Context: an optimization exercise on an open-source flow, tuned for small area, a short achievable clock period and few clock cycles. The choices shown serve that exercise and are no tape-out recipe. Where RTL was checked, it was by simulation tests only, not by an equivalence proof against the original. Power is estimated from default activity; no workload was simulated.

Setup of run a:
// xcc_fifo128
module xcc_fifo128 (
    input  wire        clk,
    input  wire        rst,
    input  wire        p_cmd_valid,
    input  wire [15:0] p_cmd,
    input  wire [31:0] p_mdata,
    output reg         p_rsp_valid,
    output reg  [15:0] p_rsp,
    input  wire        c_cmd_valid,
    input  wire [15:0] c_cmd,
    output reg         c_rsp_valid,
    output reg  [15:0] c_rsp
);
For scale: about 3900 cells after synthesis, roughly 1400 flip-flops, about 100 I/O pins.
export LEC_CHECK = 0
export CAP_MARGIN = 5
export CORE_MARGIN = 2
export CORE_UTILIZATION = 55
export CTS_BUF_LIST = sky130_fd_sc_hd__clkbuf_8
export SETUP_SLACK_MARGIN = 4.3
export SLEW_MARGIN = 5
export SYNTH_HIERARCHICAL = 1
export SYNTH_MINIMUM_KEEP_SIZE = 0
export TNS_END_PERCENT = 5
create_clock -name core_clock -period 7.0 [get_ports {clk}]
standard.sh (not shown) runs the stock make flow with config.mk's settings and CLKGATE_MAP_FILE= SYNTH_SCRIPT=/design/flow/synth_recipe.tcl, a recipe that flattens the netlist after the stock synthesis.
==> flow/flow/run.sh <==
#!/bin/bash
# The standard layout (the standard.sh, standard synthesis included),
# with the port buffers that buffer_ports inserts made buf_4 cells instead
# of the weakest buffer it picks by default. Every port still gets its own
# buffer. make's full output goes to standard_flow.log here; ORFS's own
# per-step logs are under orfs/logs.
set -euo pipefail
export BUFFER_PORTS_ARGS="-buffer_cell sky130_fd_sc_hd__buf_4"
bash standard.sh "BUFFER_PORTS_ARGS=-buffer_cell sky130_fd_sc_hd__buf_4" finish > standard_flow.log 2>&1
Testbench counts of run a, summed over its fixed seeds: cycles 6,942.
Here is what was changed in the inputs of run b compared with run a.
# run a
export LEC_CHECK = 0
export CAP_MARGIN = 5
export CORE_MARGIN = 2
export CORE_UTILIZATION = 55
export CTS_BUF_LIST = sky130_fd_sc_hd__clkbuf_8
export SETUP_SLACK_MARGIN = 4.3
export SLEW_MARGIN = 5
export SYNTH_HIERARCHICAL = 1
export SYNTH_MINIMUM_KEEP_SIZE = 0
export TNS_END_PERCENT = 5
create_clock -name core_clock -period 7.0 [get_ports {clk}]
# run b
export LEC_CHECK = 0
export CAP_MARGIN = 20
export CORE_MARGIN = 2
export CORE_UTILIZATION = 40
export CTS_BUF_LIST = sky130_fd_sc_hd__clkbuf_8
export SETUP_SLACK_MARGIN = 4.3
export SLEW_MARGIN = 20
export SYNTH_HIERARCHICAL = 1
export SYNTH_MINIMUM_KEEP_SIZE = 0
export TNS_END_PERCENT = 5
create_clock -name core_clock -period 7.0 [get_ports {clk}]
- Measured against each other, run b and run a differ in final cell count, the higher figure coming from run b.
- Per the comparison of run b with run a, worst slew slack as a fraction of its limit shows an increase of 11 points, first-pass GRT wire length shows a reduction of 1.2%, relative contribution of the clock network to total power shows a reduction of 1.4 points, required arrival time at the worst endpoint shows an increase of 0.04 ns, share of the final layout cell area in multi-input gates shows an increase of 0.18 points.
- Every run in the comparison, run b and run a, completed the flow with a clean layout.
- Diff run a -> run b | final area | up slightly

========
Another version of the RTL of xcc_fifo128 (not shown whole).
Size: about 3900 cells after synthesis, roughly 1400 flip-flops, about 100 I/O pins.
==> flow/config.mk <==
export PLATFORM = sky130hd
export DESIGN_NAME = xcc_fifo128
export DESIGN_NICKNAME = xcc_fifo128
export VERILOG_FILES = /design/flow/design.v
export SDC_FILE = /design/flow/constraint.sdc
export NUM_CORES = 4
export LEC_CHECK = 0
export CAP_MARGIN = 20
export CORE_MARGIN = 2
export CORE_UTILIZATION = 47
export CTS_BUF_LIST = sky130_fd_sc_hd__clkbuf_8
export CTS_CLUSTER_SIZE = 20
export SETUP_SLACK_MARGIN = 4.3
export SLEW_MARGIN = 20
export SYNTH_HIERARCHICAL = 1
export SYNTH_MINIMUM_KEEP_SIZE = 0
export TNS_END_PERCENT = 5
==> flow/constraint.sdc <==
create_clock -name core_clock -period 7.0 [get_ports {clk}]
set_input_delay 1.4000 -clock core_clock [delete_from_list [all_inputs] [get_ports {clk}]]
set_output_delay 1.4000 -clock core_clock [all_outputs]
set_load 0.01 [all_outputs]
Scripts as last shown in full above: flow/flow/run.sh
The starting point went through all stages and came out clean.
Testbench counts at the start, summed over its fixed seeds: cycles 6,942.
Then changed:
Settings changed: CORE_UTILIZATION 47 to 40, CTS_CLUSTER_SIZE 20 to unset.
Outcome:
- design area hardly moves
- utilization decreases by 8.5 points
- worst hold slack barely changes
- global-route usage decreases by 4.6 points
- synthesized area does not change
- total power increases by about 0.9%
- sequential cell count does not change
- worst setup slack loses 3.7 ps
- maximum frequency stays flat
- die area increases by 17%
Then changed:
Settings changed: CORE_UTILIZATION 40 to 55.
Outcome: Routed wire length rises by 2.3%. Synthesized cell count stays the same. Worst setup slack is worse by 140 ps. Global-route usage rises by 9.5 points.

========
RTL: one of the versions met above, not the one the previous note started from.
Size: about 3,900 cells after synthesis, roughly 100 I/O pins, ~57,000 um^2 of cells after synthesis.
==> flow/config.mk <==
export PLATFORM = sky130hd
export DESIGN_NAME = xcc_fifo128
export DESIGN_NICKNAME = xcc_fifo128
export VERILOG_FILES = /design/flow/design.v
export SDC_FILE = /design/flow/constraint.sdc
export NUM_CORES = 4
export LEC_CHECK = 0
export CAP_MARGIN = 20
export CORE_MARGIN = 2
export CORE_UTILIZATION = 40
export CTS_BUF_LIST = sky130_fd_sc_hd__clkbuf_8
export SETUP_SLACK_MARGIN = 4.7
export SLEW_MARGIN = 20
export SYNTH_HIERARCHICAL = 1
export SYNTH_MINIMUM_KEEP_SIZE = 0
export TNS_END_PERCENT = 5
==> flow/constraint.sdc <==
create_clock -name core_clock -period 7.0 [get_ports {clk}]
set_input_delay 1.4000 -clock core_clock [delete_from_list [all_inputs] [get_ports {clk}]]
set_output_delay 1.4000 -clock core_clock [all_outputs]
set_load 0.01 [all_outputs]
Scripts as last shown in full above: flow/flow/run.sh
Testbench counts at the start, summed over its fixed seeds: cycles 6,942.
Change:
- CORE_UTILIZATION: 40 -> 55
- SETUP_SLACK_MARGIN: 4.7 -> 4.3
What happened:
- total power rose by about 2.6%
- hold slack is better by 6.8 ps
- maximum frequency goes up by about 4%
- global-route usage goes up by 9.2 points
- worst setup slack improved by 120 ps
- die area is lower by about 27%
- routed wire length went up by 1.0%
- combinational power shrinks by about 8%
- count of clock-buffer cells in the layout goes up by 6
- final area decreases by about 3.3%

========
RTL: one of the versions met above, not the one the previous note started from.
For scale: roughly 3900 cells after synthesis, about 1400 flip-flops, ~100 I/O pins, ~57000 um^2 of cells after synthesis.
export LEC_CHECK = 0
export CAP_MARGIN = 20
export CORE_MARGIN = 2
export CORE_UTILIZATION = 40
export CTS_BUF_LIST = sky130_fd_sc_hd__clkbuf_8
export SETUP_SLACK_MARGIN = 4.0
export SLEW_MARGIN = 20
export SYNTH_HIERARCHICAL = 1
export SYNTH_MINIMUM_KEEP_SIZE = 0
export TNS_END_PERCENT = 5
create_clock -name core_clock -period 7.0 [get_ports {clk}]
Scripts as last shown in full above: flow/flow/run.sh
The baseline passed the timing, DRC and antenna checks.
Testbench counts at the start, summed over its fixed seeds: cycles 6,942.
Then changed:
--- a/flow/config.mk
+++ b/flow/config.mk
@@ -11,2 +11 @@
-export CTS_BUF_LIST = sky130_fd_sc_hd__clkbuf_8
-export SETUP_SLACK_MARGIN = 4.0
+export SETUP_SLACK_MARGIN = 4.3
Result: Via count came out higher by 1.3%. Area after synthesis is unchanged. Fmax came out higher by 5.3%. Total power came out higher by 4.3%.
Then changed:
--- a/flow/config.mk
+++ b/flow/config.mk
@@ -11 +11,2 @@
-export SETUP_SLACK_MARGIN = 4.3
+export CTS_BUF_LIST = sky130_fd_sc_hd__clkbuf_8
+export SETUP_SLACK_MARGIN = 4.5
@@ -15 +16 @@
-export TNS_END_PERCENT = 5
+export TNS_END_PERCENT = 3
Effect: The changed run ran to the end with no violations. Wire length goes up by 0.62%. Hold slack barely changes. Sequential power barely changes. Cell count goes up by 2.3%. Power falls by 3.9%.

========
xcc_fifo128, a different RTL version from the one above (not shown whole).
For scale: ~3900 cells after synthesis, ~1400 flip-flops.
export LEC_CHECK = 0
export CAP_MARGIN = 5
export CORE_MARGIN = 2
export CORE_UTILIZATION = 55
export CTS_BUF_LIST = sky130_fd_sc_hd__clkbuf_8
export SETUP_SLACK_MARGIN = 4.3
export SLEW_MARGIN = 5
export SYNTH_HIERARCHICAL = 1
export SYNTH_MINIMUM_KEEP_SIZE = 0
export TNS_END_PERCENT = 5
create_clock -name core_clock -period 7.0 [get_ports {clk}]
Scripts as last shown in full above: flow/flow/run.sh
Next try:
--- a/flow/config.mk
+++ b/flow/config.mk
@@ -8 +8 @@
-export CAP_MARGIN = 5
+export CAP_MARGIN = 20
@@ -13 +13 @@
-export SLEW_MARGIN = 5
+export SLEW_MARGIN = 20
After rerunning: The changed run completed with no timing, DRC or antenna violations. Register-to-register slack improved by 0.05 ns. Wire length came out lower slightly. Setup slack degrades by 0.034 ns. Power goes down slightly. Fmax goes down slightly.
Function was not checked in any run of this note: the RTL went through the layout flow alone.

## port drivers added, routing unchanged
The results above use ideal ports. As a check the final layouts listed here were re-extracted and re-timed, cells and wires unchanged. Step 1, drivers: a clkbuf_16 drives clk and a buf_2 each remaining input, both assumed. Step 2 also shifts input and output timing later by t, the mid clock arrival at the registers, as if the neighbouring blocks saw the same clock. Three values: ideal, step 1, step 2; two values: the first two.
| run | t (ns) | setup slack, ns | cell pins on the clock port's net |
|---|---|---|---|
| run a | 0.978 | 3.864 / 3.864 / 3.035 | 1 |
| run b | 0.986 | 3.954 / 3.954 / 3.124 | 1 |
| the first run of note 2 | 0.997 | 3.850 / 3.850 / 2.992 | 1 |
| the second run of note 2 | 0.990 | 3.846 / 3.846 / 3.077 | 1 |
| the third run of note 2 | 0.964 | 3.703 / 3.703 / 2.911 | 1 |
| the first run of note 3 | 1.014 | 3.809 / 3.809 / 3.092 | 1 |
| the second run of note 3 | 0.946 | 3.933 / 3.933 / 3.161 | 1 |
| the first run of note 4 | 0.989 | 3.709 / 3.709 / 2.898 | 1 |
| the second run of note 4 | 0.847 | 3.876 / 3.876 / 3.124 | 1 |
| the third run of note 4 | 0.987 | 3.856 / 3.856 / 3.049 | 1 |
| the first run of note 5 | 0.933 | 3.892 / 3.924 / 2.991 | 1 |
| the second run of note 5 | 0.958 | 3.858 / 3.885 / 2.927 | 1 |
After both steps every run listed still meets setup and hold. The setup slack of the second run of note 5, which loses most, moves by +0.027 ns with the drivers and by -0.931 ns with both steps.
